Background: an optimization exercise with open tools, aiming at small area, a short achievable clock period and few clock cycles. Do not read the settings as production practice.
RTL that was checked went through simulation tests only; none was proved equivalent to the original.
No activity file was given, so power comes from the tool's default toggle rates.

## tape_core
module tape_core (
    input  wire        clk,
    input  wire        rst,             
    input  wire        ld_tape,         
    input  wire        ld_exp,          
    input  wire        ld_plen,         
    input  wire        ld_elen,         
    input  wire [3:0]  ld_addr,
    input  wire [4:0]  ld_data,
    input  wire        launch,
    input  wire        launch_mode,     
    input  wire [63:0] launch_a,
    input  wire [63:0] launch_b,
    input  wire [63:0] launch_c,
    output reg  [2:0]  status,
    output reg  [1:0]  result,
    output reg  [2:0]  cause,
    output reg  [4:0]  epc,
    output reg  [5:0]  einsn,
    output reg  [15:0] ocnt,
    output reg  [4:0]  ip,
    output reg  [63:0] reg_a,
    output reg  [63:0] reg_b,
    output reg  [63:0] reg_c,
    output reg         emit_valid,
    output wire [15:0] emit_index,
    output reg  [2:0]  emit_digit
);
    localparam ST_IDLE    = 3'd0;
  ...
export LEC_CHECK = 0
export CAP_MARGIN = 20
export CORE_MARGIN = 2
export CORE_UTILIZATION = 50
export SETUP_SLACK_MARGIN = 5
export SLEW_MARGIN = 20
create_clock -name core_clock -period 9.0 [get_ports {clk}]
standard.sh (not shown) runs the stock make flow with config.mk's settings and CLKGATE_MAP_FILE= SYNTH_SCRIPT=/design/flow/synth_recipe.tcl, a recipe that flattens the netlist after the stock synthesis.
==> flow/flow/run.sh <==
#!/bin/bash
# The standard layout, with plain buffers (buf_1) on the ports in place of
# the delay buffers buffer_ports picks by default. Every tool's output goes
# to a log in this folder (and ORFS's own logs under orfs/logs).
set -euo pipefail
bash standard.sh "BUFFER_PORTS_ARGS=-buffer_cell sky130_fd_sc_hd__buf_1" finish > standard_flow.log 2>&1
Testbench counts at the start, summed over its fixed seeds: cycles 30,018.
Edit:
- CORE_UTILIZATION: 50 -> 40
Outcome:
- first-iteration DRC count climbs by 18%
- worst hold slack is about the same
- via count climbs by 0.90%
- combinational power drops by about 1%
- non-clock buffer count climbs by 13
Edit:
- CORE_UTILIZATION: 40 -> 50
- SETUP_SLACK_MARGIN: 5 -> 4.75
The changed run finished with timing, DRC and antenna clean.
Power came out lower by 3.2%.
Synthesized cell count does not change.
Clock power came out lower by about 3%.
Register-to-register slack got worse by 0.17 ns.
Cell count came out lower by about 4.6%.
Worst setup slack got worse by 0.17 ns.
Critical path depth came out lower by 5.
Final area came out lower by about 3%.
Core utilization came out higher by 11 points.
Synthesized area is unchanged.
Edit:
- CORE_UTILIZATION: 50 -> 40
The new run completed without violations; routed wire length rises by 0.84%; clock power stays flat; power is higher by 0.60%; first-iteration DRC count increases by 1.5%; via count went down by 0.41%; die area rises by 25%; register-to-register slack hardly moves; worst setup slack got worse by 0.0035 ns; maximum frequency barely changes; count of clock-buffer cells in the layout goes up by 4.
Edit:
- CAP_MARGIN: 20 -> 0
- SETUP_SLACK_MARGIN: 4.75 -> 5
- SLEW_MARGIN: 20 -> 0
Non-clock buffer count rose by 51.
Core utilization rose by 1.1 points.
Total power rose by a few percent.

* * *

tape_core, a different RTL version from the one above (not shown whole).
For scale: roughly 4,000 cells after synthesis, roughly 390 flip-flops, ~460 I/O pins, about 32,000 µm² of cells after synthesis.
clock: 9.0 ns
lec_check: 0
cap_margin: 20
core_margin: 2
core_utilization: 40
setup_slack_margin: 4.5
slew_margin: 20
Scripts as last shown in full above: flow/flow/run.sh
The first run ran to the end with no violations.
Testbench counts at the start, summed over its fixed seeds: cycles 30,018.
Next try:
==> flow/run.sh (new file) <==
#!/bin/bash
# synth_recipe.tcl (not shown) runs the flow's synth.tcl, then flattens the netlist and writes it again
# the make line also repeats each setting of config.mk as NAME=value (left out here)
make -C /OpenROAD-flow-scripts/flow DESIGN_CONFIG=/design/flow/config.mk WORK_HOME=/design/flow/orfs CLKGATE_MAP_FILE= SYNTH_SCRIPT=/design/flow/synth_recipe.tcl finish
Settings changed: SETUP_SLACK_MARGIN 4.5 to 4.
removed: flow/flow/run.sh
removed: flow/standard.sh
The changed run completed with no timing, DRC or antenna violations.
Cell count goes down by 2.5%.
Routed wire length shrinks by 2.2%.
Power came out lower by 7.0%.
Worst setup slack loses 340 ps.
Die area stays the same.
First-iteration DRC count went down by 8.8%.
Core utilization climbs by 0.31 points.
Next try:
Settings changed: SETUP_SLACK_MARGIN 4 to 4.5.
After rerunning: The new run finished clean; via count rises by a few percent; wire length came out higher by a few percent; sequential power rose slightly; fmax grows by roughly a tenth; final cell count increases slightly; critical path depth went down by 4; global-route usage climbs by 1.2 points.

* * *

Another version of the RTL of tape_core (not shown whole).
For scale: about 400 flip-flops, about 460 I/O pins, roughly 0.030 sq mm of cells after synthesis.
make LEC_CHECK=0 CAP_MARGIN=20 CORE_MARGIN=2 CORE_UTILIZATION=40 SETUP_SLACK_MARGIN=3.5 SLEW_MARGIN=20 finish   # period 9.0 ns
run.sh (not shown) runs the stock make flow with config.mk's settings and CLKGATE_MAP_FILE= SYNTH_SCRIPT=/design/flow/synth_recipe.tcl, a recipe that flattens the netlist after the stock synthesis.
Stock flow here: none of the scripts above is used.
The first run ran to the end with no violations.
Change:
- SETUP_SLACK_MARGIN: 3.5 -> 4.5
After rerunning: Maximum frequency goes up by 10%. Worst setup slack improved by 0.52 ns. First-iteration DRC count goes up by 15%. Critical path depth is unchanged.
Function was not checked in any run of this note: the RTL went through the layout flow alone.

* * *

== run A ==
tape_core with an RTL version that a note above also has.
For scale: ~400 flip-flops, ~32000 µm² of cells after synthesis.
clock: 9.0 ns
lec_check: 0
cap_margin: 20
core_margin: 2
core_utilization: 40
gpl_timing_driven: 1
setup_slack_margin: 4.5
slew_margin: 20
standard.sh (not shown) runs the stock make flow with config.mk's settings and CLKGATE_MAP_FILE= SYNTH_SCRIPT=/design/flow/synth_recipe.tcl, a recipe that flattens the netlist after the stock synthesis.
==> flow/flow/run.sh <==
#!/bin/bash
# The standard layout, with plain buffers (buf_1) on the ports in place of
# the delay buffers buffer_ports picks by default. Every tool's output goes
# to a log in this folder (and ORFS's own logs under orfs/logs).
set -euo pipefail
bash standard.sh "BUFFER_PORTS_ARGS=-buffer_cell sky130_fd_sc_hd__buf_1" finish > standard_flow.log 2>&1
Run A went all the way through the flow, and no timing, DRC or antenna check failed.
Testbench counts of run A, summed over its fixed seeds: cycles 30,018.
Here is what was changed in the inputs of run Y compared with run A.
Settings: GPL_TIMING_DRIVEN no longer set, was 1.
==> comparison <==
Summary of run Y over run A: total CTS buffers level, buffer count from post-CTS setup fixing level, total met3 wirelength after detailed routing level.
Source-to-sink clock delay at the later pin of the worst-skew pair essentially unchanged between run A and run Y.
Share of the cycle needed by the critical path after routing: run A vs run Y — no meaningful difference
Comparing run A against run Y, there is no change at all in area share of and/or/nand/nor cells after synthesis.
Per the comparison of run Y with run A, proportion of cell area occupied by registers ~0 delta; number of buffers between clock root and the deepest sink closely matched the old numbers; footprint of the multi-input gates level.
Reported for run A and run Y, final antenna diode count turned out identical to the last digit.
Run Y -> run A: wire length on met1 delta 0, exact match

-- what the ideal ports hide --
Ports are ideal in the flow. The routed layouts listed here were re-timed in OpenROAD.
Step 1 (the two cells are an assumption about what drives the block):
set clk [get_ports {clk}]
set_driving_cell -lib_cell sky130_fd_sc_hd__clkbuf_16 $clk
set_driving_cell -lib_cell sky130_fd_sc_hd__buf_2 [delete_from_list [all_inputs] $clk]
Step 2 also shifts input and output timing later by t, the mid clock arrival at the registers, as if the neighbouring blocks saw the same clock.
a / b / c = ideal / step 1 / step 2; a / b = the first two.
| run | t (ns) | slack for setup (ns) | hold slack, ns |
|---|---|---|---|
| the first run of note 1 | 0.681 | 4.654 / 4.654 / 4.591 | 0.461 / 0.461 / 0.461 |
| the second run of note 1 | 0.681 | 4.872 / 4.842 / 4.384 | 0.461 / 0.461 / 0.461 |
| the third run of note 1 | 0.690 | 4.704 / 4.704 / 4.287 | 0.462 / 0.462 / 0.462 |
| the fourth run of note 1 | 0.688 | 4.701 / 4.701 / 4.270 | 0.457 / 0.457 / 0.457 |
| the fifth run of note 1 | 0.681 | 4.872 / 4.842 / 4.384 | 0.461 / 0.461 / 0.461 |
| the first run of note 2 | 0.678 | 4.362 / 4.362 / 4.157 | 0.459 / 0.459 / 0.459 |
| the second run of note 2 | 0.675 | 4.024 / 4.024 / 3.804 | 0.467 / 0.467 / 0.467 |
| the third run of note 2 | 0.673 | 4.454 / 4.454 / 3.966 | 0.473 / 0.473 / 0.473 |
| the first run of note 3 | 0.669 | 3.487 / 3.487 / 3.487 | 0.457 / 0.457 / 0.457 |
| the second run of note 3 | 0.679 | 4.007 / 4.007 / 4.007 | 0.455 / 0.455 / 0.455 |
| run A | 0.685 | 4.504 / 4.504 / 4.063 | 0.458 / 0.458 / 0.458 |
| run Y | 0.685 | 4.504 / 4.504 / 4.063 | 0.458 / 0.458 / 0.458 |
After both steps every run listed still meets setup and hold.
